This design comes from an exercise in tuning for small area on the open sky130 flow, not from production work.
Function was checked by simulation only, so behaviour that the tests miss may differ from the original.
Power is estimated from default activity; no workload was simulated.

--- design/flow/config.mk ---
export PLATFORM = sky130hd
export DESIGN_NAME = dccap_fa
export DESIGN_NICKNAME = dccap_fa
export VERILOG_FILES = /design/flow/design.v
export SDC_FILE = /design/flow/constraint.sdc
export NUM_CORES = 4
export LEC_CHECK = 0
export ABC_AREA = 1
export CAP_MARGIN = 20
export CORE_MARGIN = 2
export CORE_UTILIZATION = 40
export CTS_BUF_LIST = sky130_fd_sc_hd__clkbuf_4 sky130_fd_sc_hd__clkbuf_8
export SLEW_MARGIN = 20
--- design/flow/constraint.sdc ---
create_clock -name core_clock -period 125.0 [get_ports {clk}]
set_input_delay 25.0000 -clock core_clock [delete_from_list [all_inputs] [get_ports {clk}]]
set_output_delay 25.0000 -clock core_clock [all_outputs]
set_load 0.01 [all_outputs]
--- design/flow/design.v ---
module dccap_framer (
    input  wire        clk,
    input  wire        rst,
    input  wire        tick,
    input  wire        cmd_ill,      
    input  wire        cmd_fr,       
    input  wire        op2, op3, op4, op5, op6,
    input  wire [7:0]  cmd_a,
    input  wire [15:0] cmd_d,
    output wire        bus_req,
    output wire        bus_rd,
    output wire [1:0]  bus_len,
    output reg  [23:0] bus_wdata,
    input  wire        bus_ack,
    input  wire        bus_ok,
    input  wire [15:0] bus_rdata,
    output wire [5:0]  fr_st,        
    output reg  [27:0] result,       
    output reg         result_v
);
    localparam [4:0] S_FIN_R  = 5'd0;
    localparam [4:0] S_TX3W   = 5'd1;
    localparam [4:0] S_FIN_W  = 5'd2;
    localparam [4:0] S_TX1I   = 5'd5;
    localparam [4:0] S_RXI    = 5'd6;
    localparam [4:0] S_IDCHK  = 5'd7;
    localparam [4:0] S_SETTLE = 5'd26;
    localparam [4:0] S_FIN_I  = 5'd27;
    localparam [4:0] S_TX1A   = 5'd28;
    localparam [4:0] S_RXA    = 5'd29;
    localparam [4:0] S_TX1B   = 5'd30;
    localparam [4:0] S_RXB    = 5'd31;
    integer i;
    reg        busy;
    reg [1:0]  err;
    reg        ovr, ill, idmm;
    reg [4:0]  st;
    reg [1:0]  att;         
    reg        wt;          
    reg [13:0] wc;
    reg [27:0] w;
    assign fr_st = {idmm, ill, ovr, err, busy};
    wire is_tx1  = (st == S_TX1I) | (st == S_TX1A) | (st == S_TX1B);
    wire is_rx   = (st == S_RXI)  | (st == S_RXA)  | (st == S_RXB);
    wire is_tx3i = (st[4:3] == 2'b01) | (st[4:3] == 2'b10) | (st[4:1] == 4'b1100);
    wire is_tx3w = (st == S_TX3W);
    wire is_bus  = is_tx1 | is_rx | is_tx3i | is_tx3w;
    wire is_set  = (st == S_SETTLE);
    wire g2 = (st[4:2] == 3'b010);    
    wire g3 = (st[4:2] == 3'b011);    
    wire g4 = (st[4:2] == 3'b100);    
    wire g5 = (st[4:2] == 3'b101);    
    wire g6 = (st[4:2] == 3'b110);    
    wire [7:0] a1e = st[1] ? {7'b0010000, st[0]} : {7'b0001111, st[0]};
    wire [23:0] rom = {24{g2}} & {6'b000101, st[1:0], 16'h1001}
                    | {24{g3}} & {a1e, 16'h8800}
                    | {24{g4}} & {6'b000100, st[1:0], 16'h000A}
                    | {24{g5}} & {6'b000010, st[1:0], 16'hFFFF}
                    | {24{g6}} & (st[0] ? 24'h1A1E01 : 24'h1BC20D);
    assign bus_req = busy & ~wt & is_bus;
    assign bus_rd  = is_rx;
    assign bus_len = {~is_tx1, ~is_rx};
    always @(*) begin
        if (is_tx3i)      bus_wdata = rom;
        else if (is_rx)   bus_wdata = 24'd0;
        else if (is_tx3w) bus_wdata = w[23:0];
        else              bus_wdata = {w[23:16], 16'd0};
    end
    reg [4:0] st_inc;
    reg       c;
    always @(*) begin
        c = 1'b1;
        for (i = 0; i < 5; i = i + 1) begin
            st_inc[i] = st[i] ^ c;
            c = c & st[i];
        end
    end
    localparam [13:0] WC_BACKOFF = 14'h3D3F;
    localparam [13:0] WC_SETTLE  = 14'h3364;
    wire [13:0] wc_start = is_set ? WC_SETTLE : WC_BACKOFF;
    wire [13:0] wc_step  = {wc[12:0], wc[13] ^ wc[12] ^ wc[11] ^ wc[1]};
    wire        wc_end   = &wc;
    always @(posedge clk)
        if (busy & ~wt & ((st == S_IDCHK) | (st == S_FIN_R)))
            result <= w;
    always @(posedge clk) begin
        if (rst) begin
            busy   <= 1'b0;
            err    <= 2'd0;
            ovr    <= 1'b0;
            ill    <= 1'b0;
            idmm   <= 1'b0;
            result_v <= 1'b0;
            wt     <= 1'b0;
        end else begin
            if (busy) begin
                if (wt) begin
                    if (wc_end) begin
                        wt <= 1'b0;
                        if (is_set) st  <= st_inc;
                        else        att <= {att[0], ~att[0]};
                    end else if (tick) begin
                        wc <= wc_step;
                    end
                end else if (is_bus) begin
                    if (bus_ack) begin
                        if (bus_ok) begin
                            if (st == S_RXA) begin
                                w[15:0] <= bus_rdata;
                                w[16]   <= 1'b1;
                            end else if (is_rx) begin
                                w <= {w[11:0], bus_rdata};
                            end
                            st  <= st_inc;
                            att <= 2'd0;
                        end else if (att != 2'd2) begin
                            wt <= 1'b1;
                            wc <= wc_start;
                        end else begin
                            err  <= 2'd1;
                            busy <= 1'b0;
                        end
                    end
                end else if (st == S_IDCHK) begin
                    result_v <= 1'b1;
                    idmm   <= (w[15:0] != 16'h3055);
                    st     <= st_inc;
                end else if (is_set) begin
                    wt <= 1'b1;
                    wc <= wc_start;
                end else begin
                    if (st == S_FIN_R) result_v <= 1'b1;
                    err  <= 2'd0;
                    busy <= 1'b0;
                end
            end
            if (cmd_ill) ill <= 1'b1;
            if (cmd_fr) begin
                if (busy) begin
                    ovr <= 1'b1;
                end else if (op3 & |cmd_a[7:2]) begin
                    err <= 2'd2;
                end else begin
                    st  <= op3 ? S_TX1A : (op2 | op4) ? S_TX1B : op6 ? S_TX1I : S_TX3W;
                    att <= 2'd0;
                    wt  <= 1'b0;
                    err <= 2'd0;
                    if (op6) idmm <= 1'b0;
                    busy <= 1'b1;
                    w[15:0]  <= cmd_d | {op5, 15'd0};
                    w[23:16] <= (op3 ? {cmd_a[6:0], 1'b0} : cmd_a)
                              | ((op4 | op6) ? 8'h7F : 8'h00)
                              | (op5 ? 8'h1A : 8'h00);
                end
            end
        end
    end
endmodule
module dccap_act (
    input  wire        clk,
    input  wire        rst,
    input  wire        tick,
    input  wire        set_duty,     
    input  wire [15:0] duty_arg,
    input  wire        set_hz,       
    input  wire [23:0] hz_arg,
    output wire        out_a,
    output wire        out_b,
    output wire        out_pwm,
    output wire [8:0]  act_lo,       
    output wire [1:0]  view,         
    output reg  [6:0]  duty,         
    output reg  [6:0]  duty_act,     
    output reg         ccr_upd,
    output reg  [23:0] tog_hz,       
    output reg         tog_run,
    output wire [15:0] tog_reload
);
    integer i, j;
    reg [3:0]  pwm_lo;       
    reg [6:0]  pwm_hi;       
    reg [15:0] tog_cnt;
    reg        pending;
    reg [1:0]  hb_phase;     
    reg        hb_a, hb_b;   
    reg [10:0] hb_dt;
    wire hb_dead = hb_phase[1];
    assign out_a = hb_a & ~hb_dead;
    assign out_b = hb_b & ~hb_dead;
    wire hz_load  = set_hz & |hz_arg;
    wire hz_small = ~|tog_hz[23:3];
    reg [18:0] nr;
    reg [18:0] sm;
    reg [15:0] q;
    reg        cy, a_, b_, ovf;
    always @(*) begin
        nr = ~19'd500000;
        for (i = 15; i >= 0; i = i - 1) begin
            cy = 1'b0;
            sm = nr;
            for (j = 0; j < 19; j = j + 1) begin
                if (j + i <= 18) begin
                    a_ = nr[j+i];
                    b_ = tog_hz[j];
                    sm[j+i] = a_ ^ b_ ^ cy;
                    cy = (a_ & b_) | (a_ & cy) | (b_ & cy);
                end
            end
            ovf = 1'b0;
            for (j = 0; j < 24; j = j + 1)
                if (j >= 19 - i) ovf = ovf | tog_hz[j];
            q[i] = ~cy & ~ovf;
            if (q[i]) nr = sm;
        end
    end
    assign tog_reload = hz_small ? 16'hFFFF : {q[15:1], q[0] | ~|q};
    reg [15:0] cnt_inc;
    reg        c;
    always @(*) begin
        c = 1'b1;
        for (i = 0; i < 16; i = i + 1) begin
            cnt_inc[i] = tog_cnt[i] ^ c;
            c = c & tog_cnt[i];
        end
    end
    wire tog_event = tog_run & (cnt_inc == tog_reload);
    wire lo9  = pwm_lo[3] & pwm_lo[0];
    wire hi99 = pwm_hi[6] & pwm_hi[5] & pwm_hi[1] & pwm_hi[0];
    wire wrap = lo9 & hi99;
    reg [3:0] lo_inc;
    reg [6:0] hi_inc;
    always @(*) begin
        c = 1'b1;
        for (i = 0; i < 4; i = i + 1) begin
            lo_inc[i] = pwm_lo[i] ^ c;
            c = c & pwm_lo[i];
        end
        c = 1'b1;
        for (i = 0; i < 7; i = i + 1) begin
            hi_inc[i] = pwm_hi[i] ^ c;
            c = c & pwm_hi[i];
        end
    end
    reg lt;
    always @(*) begin
        lt = 1'b0;
        for (i = 0; i < 7; i = i + 1)
            lt = (~pwm_hi[i] & duty_act[i]) | (~(pwm_hi[i] ^ duty_act[i]) & lt);
    end
    wire da100 = duty_act[6] & duty_act[5] & duty_act[2];
    assign out_pwm = lt & ~(da100 & wrap);
    wire        neg   = duty_arg[15];
    wire [6:0]  dl    = duty_arg[6:0];
    wire        gt100 = |duty_arg[14:7] | (dl[6] & dl[5] & (dl[4] | dl[3] | (dl[2] & (dl[1] | dl[0]))));
    wire [6:0]  duty_new = neg ? 7'd0 : gt100 ? 7'd100 : dl;
    localparam [10:0] DT_START = 11'h7FB;
    wire [10:0] dt_step = {hb_dt[9:0], hb_dt[10] ^ hb_dt[8]};
    wire        dt_done = &hb_dt;
    always @(posedge clk) begin
        if (tick) begin
            if (tog_event) tog_cnt <= 16'd0;
            else           tog_cnt <= cnt_inc;
        end
        if (hb_phase == 2'd1)         hb_dt <= DT_START;
        else if (tick)                hb_dt <= dt_step;
        if (hz_load) tog_cnt <= 16'd0;
        if (hz_load) tog_hz  <= hz_arg;
        if (rst) begin
            duty     <= 7'd0;
            duty_act <= 7'd0;
            ccr_upd  <= 1'b0;
            pwm_lo   <= 4'd0;
            pwm_hi   <= 7'd0;
            tog_run  <= 1'b0;
            pending  <= 1'b0;
            hb_phase <= 2'd0;
            hb_a     <= 1'b0;
            hb_b     <= 1'b0;
        end else begin
            if (tick) begin
                if (tog_event) pending <= 1'b1;
                if (lo9) begin
                    pwm_lo <= 4'd0;
                    if (hi99) begin
                        pwm_hi <= 7'd0;
                        if (ccr_upd) begin
                            duty_act <= duty;
                            ccr_upd  <= 1'b0;
                        end
                    end else begin
                        pwm_hi <= hi_inc;
                    end
                end else begin
                    pwm_lo <= lo_inc;
                end
            end
            case (hb_phase)
                2'd0: if (pending) hb_phase <= 2'd1;
                2'd1: begin
                    pending  <= 1'b0;
                    hb_phase <= 2'd2;
                end
                default: if (dt_done) begin
                    hb_a     <= ~hb_a;
                    hb_b     <= hb_a;
                    hb_phase <= 2'd0;
                end
            endcase
            if (set_duty) begin
                duty    <= duty_new;
                ccr_upd <= 1'b1;
            end
            if (hz_load) tog_run <= 1'b1;
        end
    end
    assign view   = {~pending & (hb_phase != 2'd0), pending};
    assign act_lo = {out_pwm, out_b, out_a, hb_phase, tog_run, pending, out_b, out_a};
endmodule
module dccap_fa (
    input  wire        clk,
    input  wire        rst,          
    input  wire        tick,         
    input  wire        cmd_we,
    input  wire [31:0] cmd_wdata,
    input  wire [2:0]  rd_addr,
    output reg  [31:0] rd_data,
    output wire        busy,         
    output wire        bus_req,
    output wire        bus_rd,
    output wire [1:0]  bus_len,
    output wire [23:0] bus_wdata,
    input  wire        bus_ack,
    input  wire        bus_ok,
    input  wire [15:0] bus_rdata,
    output wire        out_a,
    output wire        out_b,
    output wire        out_pwm
);
    wire [3:0]  op = cmd_wdata[31:28];
    wire [3:0]  z  = cmd_wdata[27:24];
    wire [7:0]  a  = cmd_wdata[23:16];
    wire [15:0] d  = cmd_wdata[15:0];
    wire z0 = ~|z;
    wire a0 = ~|a;
    wire d0 = ~|d;
    wire op1 = (op == 4'h1);
    wire op2 = (op == 4'h2);
    wire op3 = (op == 4'h3);
    wire op4 = (op == 4'h4);
    wire op5 = (op == 4'h5);
    wire op6 = (op == 4'h6);
    wire op8 = (op == 4'h8);
    wire op9 = (op == 4'h9);
    wire legal_fr  = z0 & (op1 | ((op2 | op3) & d0) | ((op4 | op5 | op6) & a0 & d0));
    wire legal_act = z0 & ((op8 & a0) | op9);
    wire cmd_ill  = cmd_we & ~legal_fr & ~legal_act;
    wire cmd_fr   = cmd_we & legal_fr;
    wire set_duty = cmd_we & z0 & op8 & a0;
    wire set_hz   = cmd_we & z0 & op9;
    wire [5:0]  fr_st;        
    wire [27:0] result;
    wire        result_v, tog_run;
    wire [23:0] tog_hz;
    wire [15:0] tog_reload;
    wire [6:0]  duty, duty_act;
    wire        ccr_upd;
    wire [8:0]  act_lo;       
    wire [1:0]  view;
    dccap_framer u_framer (
        .clk       (clk),
        .rst       (rst),
        .tick      (tick),
        .cmd_ill   (cmd_ill),
        .cmd_fr    (cmd_fr),
        .op2       (op2),
        .op3       (op3),
        .op4       (op4),
        .op5       (op5),
        .op6       (op6),
        .cmd_a     (a),
        .cmd_d     (d),
        .bus_req   (bus_req),
        .bus_rd    (bus_rd),
        .bus_len   (bus_len),
        .bus_wdata (bus_wdata),
        .bus_ack   (bus_ack),
        .bus_ok    (bus_ok),
        .bus_rdata (bus_rdata),
        .fr_st     (fr_st),
        .result    (result),
        .result_v  (result_v)
    );
    dccap_act u_act (
        .clk        (clk),
        .rst        (rst),
        .tick       (tick),
        .set_duty   (set_duty),
        .duty_arg   (d),
        .set_hz     (set_hz),
        .hz_arg     (cmd_wdata[23:0]),
        .out_a      (out_a),
        .out_b      (out_b),
        .out_pwm    (out_pwm),
        .act_lo     (act_lo),
        .view       (view),
        .duty       (duty),
        .duty_act   (duty_act),
        .ccr_upd    (ccr_upd),
        .tog_hz     (tog_hz),
        .tog_run    (tog_run),
        .tog_reload (tog_reload)
    );
    assign busy = fr_st[0];
    wire [6:0] cx = rd_addr[0] ? duty : duty_act;
    reg  [8:0] c5;            
    reg        cc;
    integer i;
    always @(*) begin
        c5[1:0] = cx[1:0];
        cc = 1'b0;
        for (i = 2; i < 9; i = i + 1) begin
            c5[i] = (i < 7 ? cx[i] : 1'b0) ^ cx[i-2] ^ cc;
            cc    = ((i < 7 ? cx[i] : 1'b0) & cx[i-2]) | (((i < 7 ? cx[i] : 1'b0) ^ cx[i-2]) & cc);
        end
    end
    wire       cx100 = cx[6] & cx[5] & cx[2];
    wire [9:0] ccr   = {c5[8:3], cx100 ? 4'b0111 : {c5[2:0], 1'b0}};
    always @(*) begin
        case (rd_addr)
            3'd0:    rd_data = 32'd0;           
            3'd1:    rd_data = {21'd0, fr_st[5:3], 2'b00, fr_st[2:1], 3'd0, fr_st[0]};
            3'd2:    rd_data = {4'd0, result & {28{result_v}}};
            3'd3:    rd_data = {6'd0, view, 1'b0, duty, 7'd0, act_lo};
            3'd4:    rd_data = {8'd0, tog_hz & {24{tog_run}}};
            3'd5:    rd_data = {16'd0, tog_reload & {16{tog_run}}};
            3'd6:    rd_data = {22'd0, ccr};
            default: rd_data = {ccr_upd, 21'd0, ccr};
        endcase
    end
endmodule
--- design/flow/flow/run.sh ---
#!/bin/bash
# Layout flow: the standard synthesis, then an area-oriented re-mapping
# of its combinational logic (the registers stay as the standard synthesis
# made them, and the re-mapped netlist is proven equivalent to it before it
# is used), then the standard ORFS steps with 1x port buffers.
# Each tool writes its full output to a log file here.
set -uo pipefail
LIB=$FLOW_HOME/platforms/sky130hd/lib/sky130_fd_sc_hd__tt_025C_1v80.lib
R=orfs/results/sky130hd/dccap_fa/base
DONT="-dont_use *lpflow* -dont_use *probe* -dont_use *clkdly* -dont_use *dlygate*"

bash standard.sh synth > synth.log 2>&1 || exit 1
cp $R/1_2_yosys.v syn_std.v

python3 flow/libgen.py $LIB cells_all.v > libgen.log 2>&1

printf 'strash\n&get -n\n&deepsyn -T 120\n&put\ndch -f\namap\nstrash\ndch -f\namap\ntopo\n' > remap.abc
cat > remap.ys <<EOF
read_verilog cells_all.v
read_verilog syn_std.v
hierarchy -top dccap_fa
flatten
techmap
opt -purge
abc -script remap.abc -liberty $LIB $DONT
opt_clean -purge
hilomap -hicell sky130_fd_sc_hd__conb_1 HI -locell sky130_fd_sc_hd__conb_1 LO
insbuf -buf sky130_fd_sc_hd__buf_1 A X
splitnets
opt_clean -purge
stat -liberty $LIB
write_verilog -noattr -nohex -nodec syn_remap.v
EOF
# equivalence: both netlists with every flip-flop cut out (its output an
# input port, its inputs output ports, named by the shared instance name),
# internal names hidden, so only the ports are matched
cat > equiv.ys <<EOF
read_verilog cells_all.v
read_verilog syn_std_cut.v
rename dccap_fa gold
read_verilog syn_remap_cut.v
rename dccap_fa gate
hierarchy -check
flatten
select -module gold
rename -hide w:* i:* %d o:* %d
select -clear
select -module gate
rename -hide w:* i:* %d o:* %d
select -clear
techmap
opt -purge
equiv_make gold gate equiv
hierarchy -top equiv
equiv_simple
equiv_status -assert
EOF
USE=0
if yosys -s remap.ys > remap.log 2>&1 \
   && python3 flow/cutff.py syn_std.v syn_std_cut.v > cutff.log 2>&1 \
   && python3 flow/cutff.py syn_remap.v syn_remap_cut.v >> cutff.log 2>&1 \
   && timeout 1500 yosys -s equiv.ys > equiv.log 2>&1; then
  USE=1
fi
echo "use remapped netlist: $USE" > remap_status.log
if [ $USE = 1 ]; then
  cp syn_remap.v $R/1_2_yosys.v
  rm -f $R/1_synth.odb $R/1_synth.sdc
fi

sed 's/"\${@:-finish}"/BUFFER_PORTS_ARGS="-buffer_cell sky130_fd_sc_hd__buf_1" "${@:-finish}"/' standard.sh > standard_buf1.sh
bash standard_buf1.sh > layout.log 2>&1
--- design/flow/flow/cutff.py ---
#!/usr/bin/env python3
# Cuts every flip-flop out of a flat gate netlist: the cell goes, its
# output net is driven by a new input port ffq_<n> and each input pin
# but the clock becomes a new output port ffd_<pin>_<n>; n is the
# instance name, which both netlists share. Leaves a combinational netlist.
import re, sys
src = open(sys.argv[1]).read()
ffre = re.compile(r'\n(\s*)(sky130_fd_sc_hd__(?:e?dfxtp|dfxbp|edfxbp|dfrtp|dfstp|sdf\w*|dfbbp)_\d+)\s+(\S+)\s*\((.*?)\);', re.S)
ports_in, ports_out, assigns = [], [], []
def sane(n):
    return re.sub(r'[^A-Za-z0-9_]', '_', n.lstrip('\\'))
def repl(m):
    inst = sane(m.group(3))
    pins = dict((p, n.strip()) for p, n in re.findall(r'\.(\w+)\(([^)]*)\)', m.group(4)))
    for p, n in pins.items():
        if p in ('Q', 'Q_N'):
            q = 'ffq_%s_%s' % (p, inst); ports_in.append(q); assigns.append('  assign %s = %s ;' % (n, q))
        elif p not in ('CLK',):
            d = 'ffd_%s_%s' % (p, inst); ports_out.append(d); assigns.append('  assign %s = %s ;' % (d, n))
    return '\n'
body = ffre.sub(repl, src)
m = re.search(r'module\s+(\w+)\s*\((.*?)\);', body, re.S)
newports = m.group(2) + ''.join(', ' + p for p in ports_in + ports_out)
body = body[:m.start(2)] + newports + body[m.end(2):]
i = body.index(';', m.start()) + 1
decl = ''.join('\n  input %s;' % p for p in ports_in) + ''.join('\n  output %s;' % p for p in ports_out)
body = body[:i] + decl + body[i:]
j = body.rindex('endmodule')
body = body[:j] + '\n'.join(assigns) + '\n' + body[j:]
open(sys.argv[2], 'w').write(body)
--- design/flow/flow/libgen.py ---
#!/usr/bin/env python3
# Writes Verilog models of a liberty file's cells: combinational cells as
# assigns of their functions, every other cell as a blackbox.
import re, sys
lib = open(sys.argv[1]).read()
out = open(sys.argv[2], 'w')
# cells kept as blackboxes even when combinational (argv[3:] name prefixes)
keep = sys.argv[3:]

def blocks(text, kw):
    # yields (name, body) of top-level 'kw (name) { ... }' groups
    for m in re.finditer(r'\b' + kw + r'\s*\(\s*"?([^")]*)"?\s*\)\s*\{', text):
        i = m.end(); depth = 1
        while depth:
            c = text[i]
            if c == '{': depth += 1
            elif c == '}': depth -= 1
            i += 1
        yield m.group(1), text[m.end():i - 1], m.start()

cells = []
for name, body, _ in blocks(lib, 'cell'):
    cells.append((name, body))
for name, body in cells:
    seq = re.search(r'\b(ff|latch|statetable|ff_bank)\s*\(', body) is not None
    pins = []
    for pn, pb, _ in blocks(body, 'pin'):
        d = re.search(r'direction\s*:\s*"?(\w+)', pb)
        f = re.search(r'\bfunction\s*:\s*"([^"]*)"', pb)
        if any(q[0] == pn for q in pins):
            continue
        pins.append((pn, d.group(1) if d else 'input', f.group(1) if f else None))
    if not pins:
        continue
    outs = [p for p in pins if p[1] == 'output']
    comb = (not seq) and outs and all(p[2] for p in outs)
    if comb and any(('VPWR' in p[2] or 'VGND' in p[2]) for p in outs):
        comb = False
    if any(name.startswith(k) for k in keep):
        comb = False
    ports = ', '.join(p[0] for p in pins)
    if not comb:
        out.write('(* blackbox *)\n')
    out.write('module %s(%s);\n' % (name, ports))
    for pn, d, f in pins:
        out.write('  %s %s;\n' % ('output' if d == 'output' else ('inout' if d == 'inout' else 'input'), pn))
    if comb:
        for pn, d, f in outs:
            e = f.replace('!', '~').replace('+', '|')
            # juxtaposition AND is not used in this library
            out.write('  assign %s = %s;\n' % (pn, e))
    out.write('endmodule\n')
--- design/flow/standard.sh ---
#!/bin/bash
# synth_recipe.tcl (not shown) runs the flow's synth.tcl, then flattens the netlist and writes it again
# the make line also repeats each setting of config.mk as NAME=value (left out here)
make -C /OpenROAD-flow-scripts/flow DESIGN_CONFIG=/design/flow/config.mk WORK_HOME=/design/flow/orfs CLKGATE_MAP_FILE= SYNTH_SCRIPT=/design/flow/synth_recipe.tcl "${@:-finish}"
==> reports/metrics.yaml, run 1 <==
run_status:
  outcome: "no timing/DRC/antenna violations"
critical_path:
  critical_path.startpoint_type: "flop"
  rrSetupSlack_ps: 62070
  critPathRequiredTime_ps: 100000
  worstSetupPathType: "reg2out"
  critPathBufInv: 19
  cp_max_fo: 17
  critPathArrivalTime_ps: 62740
  cpLargestDelayFamily: "compound AO/OA/AOI/OAI gates"
  slowest_stage: "o21ai_0"
  cp-end-kind: "output port"
  slowest_delay_ps: 820
  crit_top_cell: "nor2_1"
clock_network:
  cts.path.max_buffers: 2
  cts_tree: "built"
  hold_buffers: 0
  ctsHtreeMaxLevel: 4
  cts_repair_resize_count: 0
  cts_root_buf: "clkbuf_8"
  cts.sinks: 168
  clk_latency_ps: 490
  clkTransAtPathRegs_ps: 110
  cts_buffers: 17
  postCtsSetupRepairBufs: 0
flow_run:
  cap_violations: 0
floorplan:
  die_area_sq_um: 32900
  io_pins: 121
  die_w_microns: 181
  coreArea_sq_um: 30800
  rows: 64
  die_height_microns: 181
  start_util_pct: 40.9
finish:
  drive_above_1_share_pct: 2.59
  fill_cells: 3212
  synthToLayoutAreaGrowth_pct: 11.6
  antenna_cells: 0
  multiInputGateArea_sq_um: 7490
  finalInstanceArea_sq_um: 14100
  num-nets-final: 2055
  regArea_sq_um: 4370
sta:
  post-route-min-period_ps: 87740
  fin_skew_ps: 24.0
  tns_ps: 0
  drv_slew: 0
  tightest_slew_ps: 1010
  fmax_mhz: 11.4
  slew_headroom_pct: 31.9
  setup_violations: 0
  layout_worst_path_cycle_share_pct: 70.2
  rsz0062_at_grt: "no"
  hold_viol: 0
synthesis:
  netlist_area_sq_um: 12600
  synth_warnings: 3
  syn_nets: 1904
  postSynthAreaPerCell_sq_um: 6.82
  synth_cells: 1847
global_route:
  grt_overflow: 0
  grt_pass1_wl_microns: 68200
  grt_max_degree: 37
  grt_pass1_vias: 12500
  antenna_found_initial: 1
  grt.total_usage_pct: 26.5
drt:
  wirelength_microns: 44300
  drc: 0
  first_iter_violations: 1300
  firstDrtPassIters: 8
  viasPerCell: 5.78
  vias: 13900
  postRouteAntennaNets: 0
  wl_per_cell_microns: 18.4
placed_design:
  portBuffers: 117
  dp_hpwl_microns: 34100
  gp_congestion: 0.946
  placed_area_sq_um: 13700
power_and_ir_drop:
  leakagePower_nw: 4.65
  p_per_area_nw_per_um2: 8.07
  ir_worst_vdd_mv: 0.00677
worst_hold_path:
  hold_class: "reg2reg"
-- through the flow --
step	setup WS, ps	std cells	utilization (%)	total power [W]	hold WS [ps]
finish	37260	2407	45.6	0.000114	426
detailed placement	39250	2374	44.3	0.0000758	405
global route	28930	2407	45.6	0.000118	438
CTS	38270	2406	45.5	0.000114	426
global placement	40310	2374	44.3	0.0000757	402
floorplan	50480	1847	-	0.0000706	400
-- report_power, final --
part / leakage, nW / internal, W / switching [W]
Clock: 0.189 / 0.0000165 / 0.0000223
Combinational: 3.01 / 0.00000397 / 0.00000789
Sequential: 1.45 / 0.0000608 / 0.00000204
Total: 4.65 / 0.0000813 / 0.0000323
-- worst paths after layout --
check	start	to	cells after the start
max	u_act.tog_hz[19]$_DFFE_PP_	rd_data[0]	332
min	u_framer.w[26]$_DFFE_PP_	u_framer.result[26]$_DFFE_PP_	0
max reg2reg	u_act.tog_hz[19]$_DFFE_PP_	u_act.tog_cnt[14]$_SDFFE_PP0P_	336
min reg2reg	u_framer.w[26]$_DFFE_PP_	u_framer.result[26]$_DFFE_PP_	0
-- worst register-to-register path, delay by kind of cell, from the launching register on --
kind / cells / cell delay (ps)
AO/OA/AOI/OAI: 148 / 31040
AND/OR/NAND/NOR: 169 / 25320
buffers and inverters: 18 / 5870
flip-flops: 1 / 400
XOR/XNOR: 1 / 200
-- layout make-up --
class	count	area share (%)
timing repair buffer	135	4.22
inverter	196	5.23
multi-input combinational	1480	53.2
clock inverter	14	1.00
tap	396	3.52
sequential	168	31.1
clock buffer	18	1.72
-- cells in the final DEF, fill, tap and decap left out, types with 4 or more instances in the layout --
cell type / instances
nor2_1: 442
nand2_1: 214
clkinv_1: 196
o21ai_0: 193
a21oi_1: 138
buf_1: 117
edfxtp_1: 101
o22ai_1: 94
nor3_1: 71
dfxtp_1: 67
nor2b_1: 41
a31oi_1: 21
nand4_1: 17
a22oi_1: 17
clkbuf_8: 17
buf_4: 17
o221ai_1: 16
or2_0: 16
a211oi_1: 16
o211ai_1: 16
nand3_1: 14
xor2_1: 13
a221o_1: 12
a221oi_1: 12
o31ai_1: 11
or3_1: 10
o21a_1: 10
o32ai_1: 8
nor4_1: 7
o21bai_1: 7
xnor2_1: 7
o22a_1: 6
nand2b_1: 5
o32a_1: 4
and3_1: 4
a31o_1: 4
a2111oi_0: 4
a222oi_1: 4
-- routing by layer --
metal,track usage (%),wire length [microns]
met5,0,14
met4,9.37,1320
met3,4.39,3480
met2,42.0,19600
met1,36.5,19900
-- sequential cells by signal (all words and copies together), names as in the netlist, 2 cells and up --
register and flops:
u_act.duty 7, u_act.duty_act 7, u_act.hb_dt 11, u_act.hb_phase 2
u_act.pwm_hi 7, u_act.pwm_lo 4, u_act.tog_cnt 16, u_act.tog_hz 24
u_framer.att 2, u_framer.err 2, u_framer.result 28, u_framer.st 5
u_framer.w 28, u_framer.wc 14
==> run 2: changes to the inputs <==
--- a/design/flow/config.mk
+++ b/design/flow/config.mk
@@ -9,5 +9,5 @@
 export CAP_MARGIN = 20
 export CORE_MARGIN = 2
 export CORE_UTILIZATION = 40
-export CTS_BUF_LIST = sky130_fd_sc_hd__clkbuf_4 sky130_fd_sc_hd__clkbuf_8
+export CTS_BUF_LIST = sky130_fd_sc_hd__clkbuf_8
 export SLEW_MARGIN = 20
==> reports/metrics.yaml, run 2 <==
power_and_ir_drop:
  p_per_area_nw_per_um2: 8.07  # -0.11%
  ir_worst_vdd_mv: 0.00678  # +0.15%
  leakagePower_nw: 4.65  # about the same
finish:
  synthToLayoutAreaGrowth_pct: 11.6  # about the same
  fin_util_pct: 45.6  # about the same
  num-nets-final: 2055  # unchanged
  finalInstanceArea_sq_um: 14100  # about the same
  drive_above_1_share_pct: 2.54  # -0.050 points
  reg_top3: "u_framer.result x28, u_framer.w x28, u_act.tog_hz x24"
  layout_common_cells: "442 x nor2_1, 214 x nand2_1, 196 x clkinv_1, 193 x o21ai_0, 138 x a21oi_1"
  antenna_cells: 0  # unchanged
  final_common_cell: "nor2_1"
  layout.cells.non_filler: 2407  # unchanged
floorplan:
  coreArea_sq_um: 30800  # unchanged
  die_height_microns: 181  # unchanged
  start_util_pct: 40.9  # unchanged
  die_w_microns: 181  # unchanged
  io_pins: 121  # unchanged
  die_area_sq_um: 32900  # unchanged
  rows: 64  # unchanged
global_route:
  grt_max_degree: 37  # unchanged
  use_met1_pct: 36.5  # about the same
  use_met2_pct: 42.0  # unchanged
  grt_use_met3_pct: 4.39  # unchanged
  grt.total_usage_pct: 26.5  # about the same
  grt_pass1_vias: 12500  # +0.0080%
  grt_overflow: 0  # unchanged
  antenna_found_initial: 1  # unchanged
  grt_busiest_layer: "met2"
  grt_pass1_wl_microns: 68100  # about the same
sta:
  rsz0062_at_grt: "no"
  fmax_mhz: 11.4  # -0.10%
  fin_skew_ps: 22.4  # -1.64 ps
  post-route-min-period_ps: 87830  # +89.2 ps
  tightest_slew_ps: 1030  # +15.5 ps
  setup_violations: 0  # unchanged
  drv_slew: 0  # unchanged
  layout_worst_path_cycle_share_pct: 70.3  # +0.071 points
  slew_headroom_pct: 30.9  # -1.0 points
  hold_viol: 0  # unchanged
  setup_ws_ps: 37170  # -89.2 ps
  tns_ps: 0  # unchanged
drt:
  wirelength_microns: 44400  # +0.18%
  drc: 0  # unchanged
  vias: 13900  # +0.14%
  firstDrtPassIters: 5  # -3
  wl_per_cell_microns: 18.5  # +0.18%
  first_iter_violations: 1338  # +2.9%
  viasPerCell: 5.79  # +0.14%
  postRouteAntennaNets: 0  # unchanged
synthesis:
  postSynthAreaPerCell_sq_um: 6.82  # unchanged
  synth_warnings: 3  # unchanged
  synth_cells: 1847  # unchanged
  netlist_area_sq_um: 12600  # unchanged
  syn_nets: 1904  # unchanged
run_status:
  outcome: "no timing/DRC/antenna violations"
critical_path:
  critical_path.startpoint_type: "flop"
  reg2reg_depth: 336  # unchanged
  worstSetupPathType: "reg2out"
  slowest_stage: "o21ai_0"
  slowest_delay_ps: 840  # +20 ps
  cp_max_fo: 17  # unchanged
  cp-end-kind: "output port"
  crit_top_cell: "nor2_1"
  critPathRequiredTime_ps: 100000  # about the same
  critPathArrivalTime_ps: 62830  # +90 ps
placed_design:
  gp_congestion: 0.946  # unchanged
  placed_area_sq_um: 13700  # unchanged
  dp.cells: 2374  # unchanged
  portBuffers: 117  # unchanged
  pre_cts_slack_ps: 39250  # unchanged
  dp_hpwl_microns: 34100  # unchanged
worst_hold_path:
  hold_class: "reg2reg"
  holdPathStages: 0  # unchanged
clock_network:
  clkTransAtPathRegs_ps: 100  # about the same
  cts_repair_resize_count: 0  # unchanged
  postCtsSetupRepairBufs: 0  # unchanged
  cts_tree: "built"
  cts.sinks: 168  # unchanged
  cts_root_buf: "clkbuf_8"
  clk_latency_ps: 490  # about the same
  hold_buffers: 0  # unchanged
  cts_buffers: 17  # unchanged
  ctsHtreeMaxLevel: 4  # unchanged
  cts.path.max_buffers: 2  # unchanged
flow_run:
  cap_violations: 0  # unchanged
==> run 2: area by class of cell <==
cell class	count	area, sq um
flip-flops and latches	168	4370
inverters	196	736
fillers	3212	16800
clock buffers	17	234
clock inverters	15	145
well taps	396	495
multi-input cells	1480	7490
repair buffers	135	594
==> run 2: final timing paths <==
path                               from                              to  slack [ps]
min            u_framer.w[26]$_DFFE_PP_   u_framer.result[26]$_DFFE_PP_         430
max          u_act.tog_hz[19]$_DFFE_PP_                      rd_data[0]       37170
min reg2reg    u_framer.w[26]$_DFFE_PP_   u_framer.result[26]$_DFFE_PP_         430
max reg2reg  u_act.tog_hz[19]$_DFFE_PP_  u_act.tog_cnt[14]$_SDFFE_PP0P_       61950
==> run 2: critical path: cells and delay by family, from the launching register on <==
family,cells,cell delay [ps]
flops,1,400
simple gates,166,24620
xor+xnor,1,190
compound gates,146,30960
buf+inv,19,6100
==> run 2: per-layer routing <==
metal  routed length, microns  vias up  part of all wire (%)
met5                       14        -                 0.032
met4                     1280        2                   2.9
met3                     3710       72                   8.4
met2                    19600      566                    44
met1                    19800     6350                    45
li1                         -     6950                     -
==> run 2: metrics by stage <==
step / total power (W) / hold slack (ps)
final: 0.000113 / 427
after floorplan: 0.0000706 / 400
after detailed placement: 0.0000758 / 405
after global routing: 0.000118 / 438
after global placement: 0.0000757 / 402
after CTS: 0.000114 / 426
==> run 2: power breakdown <==
group	leakage, nW	internal, W	switching [W]
registers	1.45	0.0000608	0.00000204
logic	3.01	0.00000397	0.00000792
clock network	0.190	0.0000162	0.0000224
==> run 3: changes to the inputs <==
--- a/design/flow/flow/run.sh
+++ b/design/flow/flow/run.sh
@@ -14,7 +14,7 @@
 
 python3 flow/libgen.py $LIB cells_all.v > libgen.log 2>&1
 
-printf 'strash\n&get -n\n&deepsyn -T 120\n&put\ndch -f\namap\nstrash\ndch -f\namap\ntopo\n' > remap.abc
+printf 'strash\n&get -n\n&deepsyn -T 300\n&put\ndch -f\namap\nstrash\ndch -f\namap\ntopo\n' > remap.abc
 cat > remap.ys <<EOF
 read_verilog cells_all.v
 read_verilog syn_std.v
@@ -68,5 +68,10 @@
   rm -f $R/1_synth.odb $R/1_synth.sdc
 fi
 
-sed 's/"\${@:-finish}"/BUFFER_PORTS_ARGS="-buffer_cell sky130_fd_sc_hd__buf_1" "${@:-finish}"/' standard.sh > standard_buf1.sh
+# the rest of the standard flow, with 1x port buffers, and CTS without
+# dummy clock loads, on the clock buffers of config.mk's CTS_BUF_LIST
+BUFS=$(sed -n 's/^export CTS_BUF_LIST *= *//p' config.mk)
+[ -z "$BUFS" ] && BUFS=sky130_fd_sc_hd__clkbuf_8
+echo "CTS buffers: $BUFS" > cts_bufs.log
+sed "s/\"\\\${@:-finish}\"/BUFFER_PORTS_ARGS='-buffer_cell sky130_fd_sc_hd__buf_1' CTS_ARGS='-sink_clustering_enable -repair_clock_nets -dont_use_dummy_load -buf_list \"$BUFS\"' \"\\\${@:-finish}\"/" standard.sh > standard_buf1.sh
 bash standard_buf1.sh > layout.log 2>&1
==> reports/metrics.yaml, run 3 <==
critical_path:
  slowest_delay_ps: 820  # -20 ps
  slowest_stage: "o21ai_0"
  reg2reg_depth: 336  # unchanged
  cp_max_fo: 17  # unchanged
  critPathRequiredTime_ps: 100000  # about the same
  r2r-start: "u_act.tog_hz[19]$_DFFE_PP_"
  rrSetupSlack_ps: 61940  # about the same
  worstSetupPathType: "reg2out"
  cpLargestDelayFamily: "compound AO/OA/AOI/OAI gates"
  critical_path.startpoint_type: "flop"
  critPathBufInv: 19  # unchanged
  crit_top_cell: "nor2_1"
  reg2reg_to: "u_act.tog_cnt[14]$_SDFFE_PP0P_"
  critPathArrivalTime_ps: 62810  # -20 ps
  cp-end-kind: "output port"
clock_network:
  cts_tree: "built"
  postCtsSetupRepairBufs: 0  # unchanged
  cts_buffers: 17  # unchanged
  cts.sinks: 168  # unchanged
  clk_latency_ps: 480  # about the same
  hold_buffers: 0  # unchanged
  cts.path.max_buffers: 2  # unchanged
  cts_repair_resize_count: 0  # unchanged
  clkTransAtPathRegs_ps: 100  # about the same
  ctsHtreeMaxLevel: 4  # unchanged
  cts_root_buf: "clkbuf_8"
finish:
  final_common_cell: "nor2_1"
  antenna_cells: 0  # unchanged
  fin_util_pct: 45.2  # -0.47 points
  drive_above_1_share_pct: 1.85  # -0.68 points
  reg_top3: "u_framer.result x28, u_framer.w x28, u_act.tog_hz x24"
  num-nets-final: 2055  # unchanged
  layout_common_cells: "442 x nor2_1, 214 x nand2_1, 196 x clkinv_1, 193 x o21ai_0, 138 x a21oi_1"
  synthToLayoutAreaGrowth_pct: 10.5
  layout.cells.non_filler: 2392  # -0.62%
global_route:
  grt_pass1_wl_microns: 67900  # -0.33%
  antenna_found_initial: 1  # unchanged
  grt_use_met3_pct: 4.61  # +0.22 points
  grt_pass1_vias: 12500  # -0.064%
  grt_max_degree: 37  # unchanged
  grt.total_usage_pct: 26.4  # -0.094 points
  use_met2_pct: 41.8  # -0.14 points
  grt_busiest_layer: "met2"
  grt_overflow: 0  # unchanged
  use_met1_pct: 36.3  # -0.17 points
floorplan:
  die_w_microns: 181  # unchanged
  rows: 64  # unchanged
  start_util_pct: 40.9  # unchanged
  die_height_microns: 181  # unchanged
  die_area_sq_um: 32900  # unchanged
  coreArea_sq_um: 30800  # unchanged
  io_pins: 121  # unchanged
sta:
  rsz0062_at_grt: "no"
  layout_worst_path_cycle_share_pct: 70.2  # about the same
  tightest_slew_ps: 1000  # -23.1 ps
  fin_skew_ps: 33.2  # +10.9 ps
  hold_viol: 0  # unchanged
  post-route-min-period_ps: 87810  # -26.1 ps
  holdWs_ps: 421  # -5.47 ps
  setup_ws_ps: 37190  # +26.1 ps
  drv_slew: 0  # unchanged
  fmax_mhz: 11.4  # about the same
  tns_ps: 0  # unchanged
  slew_headroom_pct: 32.5  # +1.6 points
  setup_violations: 0  # unchanged
drt:
  wl_per_cell_microns: 18.5  # about the same
  vias: 13900  # -0.61%
  firstDrtPassIters: 6  # +1
  postRouteAntennaNets: 0  # unchanged
  wirelength_microns: 44200  # -0.53%
  viasPerCell: 5.79  # about the same
  first_iter_violations: 1303  # -2.6%
  drc: 0  # unchanged
synthesis:
  netlist_area_sq_um: 12600  # unchanged
  synth_warnings: 3  # unchanged
  postSynthAreaPerCell_sq_um: 6.82  # unchanged
  syn_nets: 1904  # unchanged
  synth_cells: 1847  # unchanged
placed_design:
  portBuffers: 117  # unchanged
  dp_hpwl_microns: 34100  # unchanged
  gp_congestion: 0.946  # unchanged
  dp.cells: 2374  # unchanged
  pre_cts_slack_ps: 39250  # unchanged
power_and_ir_drop:
  p_per_area_nw_per_um2: 7.50  # -7.0%
  leakagePower_nw: 4.58  # -1.5%
  ir_worst_vdd_mv: 0.00675  # -0.42%
worst_hold_path:
  hold_class: "reg2reg"
  min_from: "u_framer.w[26]$_DFFE_PP_"
  holdPathStages: 0  # unchanged
  min_to: "u_framer.result[26]$_DFFE_PP_"
flow_run:
  cap_violations: 0  # unchanged
run_status:
  outcome: "no timing/DRC/antenna violations"
## run 3: changes by cell type in the layout (fill, tap and decap cells not counted)
cell,change
bufinv_16,-1
clkinv_2,-1
clkinv_4,-3
clkinvlp_2,-1
clkinvlp_4,-2
inv_1,-1
inv_6,-3
inv_8,-3
## run 3: layout make-up
class | count | area (sq um)
Fill cell | 3225 | 16900
Multi-Input combinational cell | 1480 | 7490
Sequential cell | 168 | 4370
Inverter | 196 | 736
Timing Repair Buffer | 135 | 594
Tap cell | 396 | 495
Clock buffer | 17 | 234
## run 3: worst max-delay path by stage
stage	to	slack [ps]	startpoint	depth (start not counted)
global placement	rd_data[0]	40310	u_act.tog_hz[19]$_DFFE_PP_	332
finish	rd_data[0]	37190	u_act.tog_hz[19]$_DFFE_PP_	332
detailed placement	rd_data[0]	39250	u_act.tog_hz[19]$_DFFE_PP_	332
CTS	rd_data[0]	38280	u_act.tog_hz[19]$_DFFE_PP_	332
floorplan	rd_data[0]	50480	u_act.tog_hz[19]$_DFFE_PP_	331
global route	rd_data[0]	28930	u_act.tog_hz[19]$_DFFE_PP_	333
## run 3: where the power goes
part | total [W] | internal (W) | switching (W)
combinational | 0.0000118 | 0.00000397 | 0.00000786
sequential | 0.0000629 | 0.0000609 | 0.00000200
clock | 0.0000297 | 0.0000120 | 0.0000177
## run 3: metal layers
layer / wire length (microns) / vias up
li1: - / 6937
met1: 20100 / 6323
met2: 19500 / 524
met3: 3270 / 69
met4: 1280 / 2
met5: 14 / -
## run 3: per-stage QoR
step            power, W  area (sq um)
2_1_floorplan  0.0000706         12600
4_1_cts         0.000105         13900
3_5_place_dp   0.0000758         13700
3_3_place_gp   0.0000757         13700
5_1_grt         0.000109         13900
6_report        0.000104         13900
==> run 4: changes to the inputs <==
--- a/design/flow/config.mk
+++ b/design/flow/config.mk
@@ -6,8 +6,8 @@
 export NUM_CORES = 4
 export LEC_CHECK = 0
 export ABC_AREA = 1
-export CAP_MARGIN = 20
+export CAP_MARGIN = 5
 export CORE_MARGIN = 2
 export CORE_UTILIZATION = 40
 export CTS_BUF_LIST = sky130_fd_sc_hd__clkbuf_8
-export SLEW_MARGIN = 20
+export SLEW_MARGIN = 5
==> reports/metrics.yaml, run 4 <==
critical_path:
  reg2reg_to: "u_act.tog_cnt[14]$_SDFFE_PP0P_"
  r2r-start: "u_act.tog_hz[19]$_DFFE_PP_"
  rrSetupSlack_ps: 61880  # -60 ps
  cp_max_fo: 17  # unchanged
  cp-end-kind: "output port"
  critPathRequiredTime_ps: 100000  # about the same
  reg2reg_depth: 336  # unchanged
  slowest_stage: "o21ai_0"
  critical_path.startpoint_type: "flop"
  crit_top_cell: "nor2_1"
  worstSetupPathType: "reg2out"
  critPathArrivalTime_ps: 62900  # +90 ps
  slowest_delay_ps: 830  # about the same
  crit_start: "u_act.tog_hz[19]$_DFFE_PP_"
power_and_ir_drop:
  ir_worst_vdd_mv: 0.00673  # -0.31%
  switching_power_w: 0.0000276  # +0.14%
  power_frac_comb_pct: 11.4  # about the same
  leakagePower_nw: 4.57  # -0.25%
  power_frac_seq_pct: 60.2  # about the same
  p_clk_share_pct: 28.4  # about the same
  p_per_area_nw_per_um2: 7.52  # +0.24%
  p_int_w: 0.0000769  # about the same
  switching_share_pct: 26.4  # about the same
  p_total_w: 0.000104  # about the same
sta:
  drv_slew: 0  # unchanged
  tns_ps: 0  # unchanged
  fin_skew_ps: 33.3  # +0.0738 ps
  hold_viol: 0  # unchanged
  layout_worst_path_cycle_share_pct: 70.3  # +0.072 points
  slew_headroom_pct: 28.0  # -4.4 points
  post-route-min-period_ps: 87900  # +90.1 ps
  rsz0062_at_grt: "no"
  setup_violations: 0  # unchanged
  fmax_mhz: 11.4  # -0.10%
  tightest_slew_ps: 1070  # +70.2 ps
  holdWs_ps: 421  # -0.270 ps
drt:
  drc: 0  # unchanged
  firstDrtPassIters: 8  # +2
  wirelength_microns: 44200  # +0.11%
  postRouteAntennaNets: 0  # unchanged
  wl_per_cell_microns: 18.5  # +0.15%
  first_iter_violations: 1270  # -2.5%
  vias: 14000  # +0.75%
  viasPerCell: 5.84  # +0.79%
synthesis:
  postSynthAreaPerCell_sq_um: 6.82  # unchanged
  synth_cells: 1847  # unchanged
  synth_warnings: 3  # unchanged
  netlist_area_sq_um: 12600  # unchanged
  syn_nets: 1904  # unchanged
worst_hold_path:
  holdPathStages: 0  # unchanged
  min_to: "u_framer.result[26]$_DFFE_PP_"
  min_from: "u_framer.w[26]$_DFFE_PP_"
  hold_class: "reg2reg"
clock_network:
  hold_buffers: 0  # unchanged
  cts_buffers: 17  # unchanged
  cts_root_buf: "clkbuf_8"
  cts.sinks: 168  # unchanged
  cts.path.max_buffers: 2  # unchanged
  clkTransAtPathRegs_ps: 100  # about the same
  cts_tree: "built"
  cts_repair_resize_count: 0  # unchanged
  clk_latency_ps: 470  # about the same
  postCtsSetupRepairBufs: 0  # unchanged
  ctsHtreeMaxLevel: 4  # unchanged
placed_design:
  portBuffers: 117  # unchanged
  dp_hpwl_microns: 34100  # unchanged
  gp_congestion: 0.946  # unchanged
  placed_area_sq_um: 13700  # unchanged
  dp.cells: 2374  # unchanged
finish:
  layout_common_cells: "442 x nor2_1, 214 x nand2_1, 196 x clkinv_1, 193 x o21ai_0, 138 x a21oi_1"
  drive_above_1_share_pct: 1.80  # -0.049 points
  fill_cells: 3228  # +0.093%
  num-nets-final: 2054  # -0.049%
  final_common_cell: "nor2_1"
  finalInstanceArea_sq_um: 13900  # -0.20%
  reg_top3: "u_framer.result x28, u_framer.w x28, u_act.tog_hz x24"
  multiInputGateArea_sq_um: 7490  # unchanged
  regArea_sq_um: 4370  # unchanged
  layout.cells.non_filler: 2391  # -0.042%
  synthToLayoutAreaGrowth_pct: 10.2
  antenna_cells: 0  # unchanged
flow_run:
  cap_violations: 0  # unchanged
floorplan:
  die_w_microns: 181  # unchanged
  rows: 64  # unchanged
  start_util_pct: 40.9  # unchanged
  io_pins: 121  # unchanged
  die_height_microns: 181  # unchanged
  die_area_sq_um: 32900  # unchanged
  coreArea_sq_um: 30800  # unchanged
global_route:
  grt_overflow: 0  # unchanged
  grt.total_usage_pct: 26.4  # unchanged
  grt_max_degree: 37  # unchanged
  grt_pass1_wl_microns: 67900  # unchanged
  grt_pass1_vias: 12500  # unchanged
  antenna_found_initial: 1  # unchanged
run_status:
  outcome: "no timing/DRC/antenna violations"
[run 4: cell types whose count changed in the layout (fill, tap and decap cells not counted), sizes merged]
cell / before / now
buf: 135 / 134
[run 4: layout make-up]
type | count | share of cell area, %
clock buffers | 17 | 1.68
inverters | 196 | 5.30
multi-input cells | 1480 | 53.9
flip-flops and latches | 168 | 31.5
well taps | 396 | 3.57
repair buffers | 134 | 4.08
[run 4: worst max-delay path by stage]
stage                       endpoint  slack, ps  cells after the start
final                     rd_data[0]      37100                    332
after global routing      rd_data[0]      28930                    333
after CTS                 rd_data[0]      38280                    332
after detailed placement  rd_data[0]      39250                    332
after global placement    rd_data[0]      40310                    332
after floorplan           rd_data[0]      50480                    331
[run 4: power by group through the flow]
stage | clock [W] | combinational, W | sequential [W]
floorplan | 0 | 0.00000717 | 0.0000635
global placement | 0 | 0.0000116 | 0.0000641
detailed placement | 0 | 0.0000117 | 0.0000641
CTS | 0.0000303 | 0.0000117 | 0.0000629
global route | 0.0000323 | 0.0000132 | 0.0000632
finish | 0.0000297 | 0.0000119 | 0.0000629
[run 4: worst max-delay path, delay by kind of cell, from the launching register on]
kind	cells	cell delay (ps)
AOI/OAI and AO/OA	146	31040
xor gates and xnor gates	1	200
buffers and inverters	19	6100
DFF	1	400
and+or+nand+nor	166	24600
[run 4: metal layers]
layer / up-vias / global-route usage [%] / share of wire [%] / wire length, microns
li1: 6933 / - / - / -
met1: 6429 / 36.3 / 45 / 20100
met2: 520 / 41.8 / 44 / 19500
met3: 75 / 4.61 / 7.4 / 3290
met4: 2 / 9.04 / 3.0 / 1350
met5: - / 0 / 0.032 / 14
[run 4: metrics by stage]
stage / worst slack (ps) / utilization [%]
3_5_place_dp: 39250 / 44.3
2_1_floorplan: 50480 / -
6_report: 37100 / 45.1
5_1_grt: 28930 / 45.1
3_3_place_gp: 40310 / 44.3
4_1_cts: 38280 / 45.1
==> run 5: changes to the inputs <==
--- a/design/flow/flow/run.sh
+++ b/design/flow/flow/run.sh
@@ -14,23 +14,39 @@
 
 python3 flow/libgen.py $LIB cells_all.v > libgen.log 2>&1
 
-printf 'strash\n&get -n\n&deepsyn -T 300\n&put\ndch -f\namap\nstrash\ndch -f\namap\ntopo\n' > remap.abc
-cat > remap.ys <<EOF
+# area re-mapping: &deepsyn from four seeds in parallel, the smallest kept
+for S in 1 2 3 4; do
+  printf 'strash\n&get -n\n&deepsyn -T 240 -S %s\n&put\ndch -f\namap\nstrash\ndch -f\namap\ntopo\n' $S > remap_$S.abc
+  cat > remap_$S.ys <<EOF
 read_verilog cells_all.v
 read_verilog syn_std.v
 hierarchy -top dccap_fa
 flatten
 techmap
 opt -purge
-abc -script remap.abc -liberty $LIB $DONT
+abc -script remap_$S.abc -liberty $LIB $DONT
 opt_clean -purge
 hilomap -hicell sky130_fd_sc_hd__conb_1 HI -locell sky130_fd_sc_hd__conb_1 LO
 insbuf -buf sky130_fd_sc_hd__buf_1 A X
 splitnets
 opt_clean -purge
 stat -liberty $LIB
-write_verilog -noattr -nohex -nodec syn_remap.v
+write_verilog -noattr -nohex -nodec syn_remap_$S.v
 EOF
+  yosys -s remap_$S.ys > remap_$S.log 2>&1 &
+done
+wait
+BEST=""; BESTA=""
+for S in 1 2 3 4; do
+  A=$(sed -n "s/.*Chip area for module '.dccap_fa': *//p" remap_$S.log | tail -1)
+  echo "seed $S: $A" >> remap_areas.log
+  if [ -n "$A" ] && [ -f syn_remap_$S.v ]; then
+    if [ -z "$BESTA" ] || python3 -c "import sys; sys.exit(0 if $A < $BESTA else 1)"; then BEST=$S; BESTA=$A; fi
+  fi
+done
+echo "best seed: $BEST ($BESTA)" >> remap_areas.log
+[ -n "$BEST" ] && cp syn_remap_$BEST.v syn_remap.v
+
 # equivalence: both netlists with every flip-flop cut out (its output an
 # input port, its inputs output ports, named by the shared instance name),
 # internal names hidden, so only the ports are matched
@@ -56,7 +72,7 @@
 equiv_status -assert
 EOF
 USE=0
-if yosys -s remap.ys > remap.log 2>&1 \
+if [ -f syn_remap.v ] \
    && python3 flow/cutff.py syn_std.v syn_std_cut.v > cutff.log 2>&1 \
    && python3 flow/cutff.py syn_remap.v syn_remap_cut.v >> cutff.log 2>&1 \
    && timeout 1500 yosys -s equiv.ys > equiv.log 2>&1; then
==> reports/metrics.yaml, run 5 <==
floorplan:
  io_pins: 121  # unchanged
  die_area_sq_um: 32600  # -1.1%
  start_util_pct: 40.7  # -0.16 points
  die_height_microns: 180  # -0.57%
  die_w_microns: 180  # -0.57%
  rows: 64  # unchanged
  coreArea_sq_um: 30600  # -0.78%
sta:
  rsz0062_at_grt: "no"
  hold_viol: 0  # unchanged
  setup_ws_ps: 41000  # +3900 ps
  setup_violations: 0  # unchanged
  tightest_slew_ps: 1380  # +310 ps
  tns_ps: 0  # unchanged
  fmax_mhz: 11.9  # +4.6%
  drv_slew: 0  # unchanged
  post-route-min-period_ps: 84000  # -3900 ps
  fin_skew_ps: 52.7  # +19.3 ps
  layout_worst_path_cycle_share_pct: 67.2  # -3.1 points
  slew_headroom_pct: 7.08  # -21 points
clock_network:
  ctsHtreeMaxLevel: 4  # unchanged
  clk_latency_ps: 480  # about the same
  cts_repair_resize_count: 0  # unchanged
  postCtsSetupRepairBufs: 0  # unchanged
  cts_tree: "built"
  hold_buffers: 0  # unchanged
  cts_buffers: 17  # unchanged
  cts_root_buf: "clkbuf_8"
  cts.sinks: 168  # unchanged
  cts.path.max_buffers: 2  # unchanged
  clkTransAtPathRegs_ps: 120  # +20 ps
placed_design:
  gp_congestion: 0.927  # -2.0%
  placed_area_sq_um: 13600  # -0.47%
  pre_cts_slack_ps: 43070  # +3820 ps
  portBuffers: 117  # unchanged
  dp.cells: 2339  # -1.5%
  dp_hpwl_microns: 34700  # +1.8%
critical_path:
  slowest_delay_ps: 1040  # +210 ps
  reg2reg_to: "u_act.tog_cnt[15]$_SDFFE_PP0P_"
  cp-end-kind: "output port"
  critPathArrivalTime_ps: 59000  # -3900 ps
  slowest_stage: "a31oi_1"
  critPathRequiredTime_ps: 100000  # about the same
  cp_max_fo: 15  # -2
  crit_top_cell: "nor2_1"
  worstSetupPathType: "reg2out"
  crit_start: "u_act.tog_hz[21]$_DFFE_PP_"
  critical_path.startpoint_type: "flop"
  r2r-start: "u_act.tog_hz[21]$_DFFE_PP_"
  rrSetupSlack_ps: 65490  # +3610 ps
  reg2reg_depth: 301  # -10%
drt:
  vias: 14000  # +0.093%
  postRouteAntennaNets: 0  # unchanged
  viasPerCell: 5.93  # +1.6%
  first_iter_violations: 1461  # +15%
  firstDrtPassIters: 6  # -2
  wl_per_cell_microns: 19.2  # +4.0%
  wirelength_microns: 45300  # +2.5%
  drc: 0  # unchanged
synthesis:
  postSynthAreaPerCell_sq_um: 6.91  # +1.3%
  syn_nets: 1859  # -2.4%
  synth_warnings: 3  # unchanged
  netlist_area_sq_um: 12500  # -1.2%
  synth_cells: 1802  # -2.4%
finish:
  antenna_cells: 0  # unchanged
  layout_common_cells: "418 x nor2_1, 200 x nand2_1, 194 x clkinv_1, 191 x o21ai_0, 127 x a21oi_1"
  num-nets-final: 2019  # -1.7%
  layout.cells.non_filler: 2356  # -1.5%
  reg_top3: "u_framer.result x28, u_framer.w x28, u_act.tog_hz x24"
  finalInstanceArea_sq_um: 13800  # -0.46%
  fill_cells: 3173  # -1.7%
  drive_above_1_share_pct: 2.40  # +0.59 points
  final_common_cell: "nor2_1"
  synthToLayoutAreaGrowth_pct: 11.0
global_route:
  antenna_found_initial: 0  # -1
  grt_pass1_vias: 12600  # +0.81%
  grt_pass1_wl_microns: 70300  # +3.5%
  grt_max_degree: 36  # -2.7%
  grt.total_usage_pct: 27.1  # +0.72 points
  grt_overflow: 0  # unchanged
worst_hold_path:
  holdPathStages: 0  # unchanged
  hold_class: "reg2reg"
  min_to: "u_framer.result[27]$_DFFE_PP_"
  min_from: "u_framer.w[27]$_DFFE_PP_"
flow_run:
  cap_violations: 0  # unchanged
power_and_ir_drop:
  ir_worst_vdd_mv: 0.00765  # +14%
  leakagePower_nw: 4.50  # -1.6%
  p_per_area_nw_per_um2: 7.61  # +1.2%
run_status:
  outcome: "no timing/DRC/antenna violations"
## run 5: how the worst max path moves through the flow
| stage | slack, ps | to | cells past startpoint |
|---|---|---|---|
| floorplan | 54370 | rd_data[0] | 291 |
| global placement | 44190 | rd_data[0] | 296 |
| detailed placement | 43070 | rd_data[0] | 299 |
| CTS | 42230 | rd_data[0] | 299 |
| global route | 34250 | rd_data[0] | 302 |
| finish | 41000 | rd_data[0] | 297 |
## run 5: critical path: cells and delay by family, from the launching register on
kind,cells,cell delay (ps)
DFF,1,400
buffers and inverters,19,6100
and+or+nand+nor,150,24010
AOI/OAI and AO/OA,127,27620
xor gates and xnor gates,1,310
## run 5: stage by stage
stage	utilization, %	hold WS [ps]	total power (W)
global placement	44.4	402	0.0000765
floorplan	-	400	0.0000719
CTS	45.2	404	0.000106
finish	45.2	398	0.000105
global route	45.2	416	0.000110
detailed placement	44.4	405	0.0000768
## run 5: layout make-up
class	instances	area (sq um)	share of cell area, %
Timing Repair Buffer	144	642	4.64
Clock buffer	17	234	1.69
Tap cell	396	495	3.58
Inverter	194	728	5.27
Multi-Input combinational cell	1437	7360	53.2
Sequential cell	168	4370	31.6
## run 5: power breakdown
group	total, W	switching, W	internal (W)
Sequential	0.0000631	0.00000203	0.0000611
Combinational	0.0000127	0.00000836	0.00000434
Clock	0.0000294	0.0000174	0.0000120
Total	0.000105	0.0000278	0.0000775
## run 5: routing by layer
metal / global-route usage [%] / wire, microns / up-vias
li1: - / - / 6863
met1: 38.3 / 20100 / 6371
met2: 42.4 / 20000 / 640
met3: 3.96 / 3800 / 98
met4: 9.29 / 1470 / 0
met5: 0 / 0 / -
==> run 6: changes to the inputs <==
--- a/design/flow/flow/run.sh
+++ b/design/flow/flow/run.sh
@@ -88,6 +88,11 @@
 # dummy clock loads, on the clock buffers of config.mk's CTS_BUF_LIST
 BUFS=$(sed -n 's/^export CTS_BUF_LIST *= *//p' config.mk)
 [ -z "$BUFS" ] && BUFS=sky130_fd_sc_hd__clkbuf_8
-echo "CTS buffers: $BUFS" > cts_bufs.log
-sed "s/\"\\\${@:-finish}\"/BUFFER_PORTS_ARGS='-buffer_cell sky130_fd_sc_hd__buf_1' CTS_ARGS='-sink_clustering_enable -repair_clock_nets -dont_use_dummy_load -buf_list \"$BUFS\"' \"\\\${@:-finish}\"/" standard.sh > standard_buf1.sh
+CSZ=$(sed -n 's/^export CTS_CLUSTER_SIZE *= *//p' config.mk)
+CDI=$(sed -n 's/^export CTS_CLUSTER_DIAMETER *= *//p' config.mk)
+CEXTRA=""
+[ -n "$CSZ" ] && CEXTRA="$CEXTRA -sink_clustering_size $CSZ"
+[ -n "$CDI" ] && CEXTRA="$CEXTRA -sink_clustering_max_diameter $CDI"
+echo "CTS buffers: $BUFS; clustering:$CEXTRA" > cts_bufs.log
+sed "s/\"\\\${@:-finish}\"/BUFFER_PORTS_ARGS='-buffer_cell sky130_fd_sc_hd__buf_1' CTS_ARGS='-sink_clustering_enable -repair_clock_nets -dont_use_dummy_load$CEXTRA -buf_list \"$BUFS\"' \"\\\${@:-finish}\"/" standard.sh > standard_buf1.sh
 bash standard_buf1.sh > layout.log 2>&1
--- a/design/flow/config.mk
+++ b/design/flow/config.mk
@@ -10,4 +10,6 @@
 export CORE_MARGIN = 2
 export CORE_UTILIZATION = 40
 export CTS_BUF_LIST = sky130_fd_sc_hd__clkbuf_8
+export CTS_CLUSTER_DIAMETER = 100
+export CTS_CLUSTER_SIZE = 24
 export SLEW_MARGIN = 5
==> reports/metrics.yaml, run 6 <==
worst_hold_path:
  min_from: "u_framer.w[27]$_DFFE_PP_"
  holdPathStages: 0  # unchanged
  min_to: "u_framer.result[27]$_DFFE_PP_"
  hold_class: "reg2reg"
global_route:
  grt_overflow: 0  # unchanged
  antenna_found_initial: 0  # unchanged
  grt.total_usage_pct: 27.1  # unchanged
  grt_pass1_wl_microns: 70300  # unchanged
  grt_pass1_vias: 12600  # unchanged
  grt_max_degree: 36  # unchanged
sta:
  rsz0062_at_grt: "no"
  fmax_mhz: 11.9  # unchanged
  drv_slew: 0  # unchanged
  tightest_slew_ps: 1380  # unchanged
  setup_violations: 0  # unchanged
  hold_viol: 0  # unchanged
  tns_ps: 0  # unchanged
  holdWs_ps: 398  # unchanged
  fin_skew_ps: 52.7  # unchanged
  layout_worst_path_cycle_share_pct: 67.2  # unchanged
  post-route-min-period_ps: 84000  # unchanged
  slew_headroom_pct: 7.08  # unchanged
finish:
  synthToLayoutAreaGrowth_pct: 11.0  # unchanged
  fill_cells: 3173  # unchanged
  drive_above_1_share_pct: 2.40  # unchanged
  num-nets-final: 2019  # unchanged
  final_common_cell: "nor2_1"
  reg_top3: "u_framer.result x28, u_framer.w x28, u_act.tog_hz x24"
  antenna_cells: 0  # unchanged
  layout_common_cells: "418 x nor2_1, 200 x nand2_1, 194 x clkinv_1, 191 x o21ai_0, 127 x a21oi_1"
floorplan:
  die_height_microns: 180  # unchanged
  start_util_pct: 40.7  # unchanged
  rows: 64  # unchanged
  die_area_sq_um: 32600  # unchanged
  coreArea_sq_um: 30600  # unchanged
  io_pins: 121  # unchanged
  die_w_microns: 180  # unchanged
clock_network:
  ctsHtreeMaxLevel: 4  # unchanged
  postCtsSetupRepairBufs: 0  # unchanged
  clkTransAtPathRegs_ps: 120  # about the same
  cts_buffers: 17  # unchanged
  cts_root_buf: "clkbuf_8"
  cts.sinks: 168  # unchanged
  clk_latency_ps: 480  # about the same
  cts.path.max_buffers: 2  # unchanged
  cts_repair_resize_count: 0  # unchanged
  cts_tree: "built"
  hold_buffers: 0  # unchanged
placed_design:
  dp_hpwl_microns: 34700  # unchanged
  gp_congestion: 0.927  # unchanged
  portBuffers: 117  # unchanged
critical_path:
  slowest_stage: "a31oi_1"
  reg2reg_to: "u_act.tog_cnt[15]$_SDFFE_PP0P_"
  cp_max_fo: 15  # unchanged
  worstSetupPathType: "reg2out"
  slowest_delay_ps: 1040  # about the same
  reg2reg_depth: 301  # unchanged
  critPathRequiredTime_ps: 100000  # about the same
  critPathArrivalTime_ps: 59000  # about the same
  rrSetupSlack_ps: 65490  # about the same
  crit_top_cell: "nor2_1"
  r2r-start: "u_act.tog_hz[21]$_DFFE_PP_"
  critical_path.startpoint_type: "flop"
  cp-end-kind: "output port"
power_and_ir_drop:
  leakagePower_nw: 4.50  # unchanged
  ir_worst_vdd_mv: 0.00765  # unchanged
  p_per_area_nw_per_um2: 7.61  # unchanged
synthesis:
  synth_warnings: 3  # unchanged
  postSynthAreaPerCell_sq_um: 6.91  # unchanged
  synth_cells: 1802  # unchanged
  syn_nets: 1859  # unchanged
  netlist_area_sq_um: 12500  # unchanged
drt:
  firstDrtPassIters: 6  # unchanged
  postRouteAntennaNets: 0  # unchanged
  first_iter_violations: 1461  # unchanged
  vias: 14000  # unchanged
  wirelength_microns: 45300  # unchanged
  wl_per_cell_microns: 19.2  # unchanged
  viasPerCell: 5.93  # unchanged
  drc: 0  # unchanged
flow_run:
  cap_violations: 0  # unchanged
run_status:
  outcome: "no timing/DRC/antenna violations"
run 6: per-layer routing:
metal	vias to the layer above	track usage (%)	wire (microns)
li1	6863	-	-
met1	6371	38.3	20100
met2	640	42.4	20000
met3	98	3.96	3800
met4	0	9.29	1470
met5	-	0	0
run 6: critical path, delay by kind of cell (launching register included):
| family | cells | cell delay [ps] |
|---|---|---|
| xor gates and xnor gates | 1 | 310 |
| AOI/OAI and AO/OA | 127 | 27620 |
| and+or+nand+nor | 150 | 24010 |
| buffers and inverters | 19 | 6100 |
| DFF | 1 | 400 |
run 6: worst max path at each step:
stage / from / endpoint / slack, ps / depth (start not counted)
final: u_act.tog_hz[21]$_DFFE_PP_ / rd_data[0] / 41000 / 297
after global routing: u_act.tog_hz[21]$_DFFE_PP_ / rd_data[0] / 34250 / 302
after CTS: u_act.tog_hz[23]$_DFFE_PP_ / rd_data[0] / 42230 / 299
after detailed placement: u_act.tog_hz[21]$_DFFE_PP_ / rd_data[0] / 43070 / 299
after global placement: u_act.tog_hz[21]$_DFFE_PP_ / rd_data[0] / 44190 / 296
after floorplan: u_act.tog_hz[3]$_DFFE_PP_ / rd_data[0] / 54370 / 291
run 6: final cells by class:
| type | count | area (sq um) | share of cell area [%] |
|---|---|---|---|
| inverter | 194 | 728 | 5.27 |
| clock buffer | 17 | 234 | 1.69 |
| tap | 396 | 495 | 3.58 |
| sequential | 168 | 4370 | 31.6 |
| multi-input combinational | 1437 | 7360 | 53.2 |
| timing repair buffer | 144 | 642 | 4.64 |
run 6: power by group:
part | leakage [nW] | total [W] | switching [W] | internal (W)
clock | 0.122 | 0.0000294 | 0.0000174 | 0.0000120
sequential | 1.46 | 0.0000631 | 0.00000203 | 0.0000611
combinational | 2.92 | 0.0000127 | 0.00000836 | 0.00000434
total | 4.50 | 0.000105 | 0.0000278 | 0.0000775
run 6: metrics by stage:
step | utilization (%) | cell area [sq um] | setup WS (ps) | cells | total power (W)
2_1_floorplan | - | 12500 | 54370 | 1802 | 0.0000719
3_3_place_gp | 44.4 | 13600 | 44190 | 2339 | 0.0000765
3_5_place_dp | 44.4 | 13600 | 43070 | 2339 | 0.0000768
4_1_cts | 45.2 | 13800 | 42230 | 2356 | 0.000106
5_1_grt | 45.2 | 13800 | 34250 | 2356 | 0.000110
6_report | 45.2 | 13800 | 41000 | 2356 | 0.000105

separate check: timing with driven ports:
Ports are ideal in the flow. The routed layouts listed here were re-timed in OpenROAD. Step 1, drivers: a clkbuf_16 drives clk and a buf_2 each remaining input, both assumed. Step 2 moves the port delays by t, midway between the first and last clock arrival at a register: inputs arrive t later, outputs are due t later. That takes back most of the time a late clock gives input paths. Slacks: ideal / step 1 / step 2; pairs: ideal / step 1.
run	shift t [ns]	slack for setup (ns)	slew at the worst register clock pin (ns)
run 1	0.522	37.258 / 37.211 / 37.733	0.11 / 0.11
run 2	0.520	37.168 / 37.124 / 37.644	0.11 / 0.11
run 3	0.506	37.195 / 37.148 / 37.654	0.10 / 0.10
run 4	0.503	37.104 / 37.059 / 37.562	0.10 / 0.10
run 5	0.496	41.002 / 40.961 / 41.457	0.12 / 0.12
run 6	0.496	41.002 / 40.961 / 41.457	0.12 / 0.12
After both steps setup and hold are still met in every run listed.
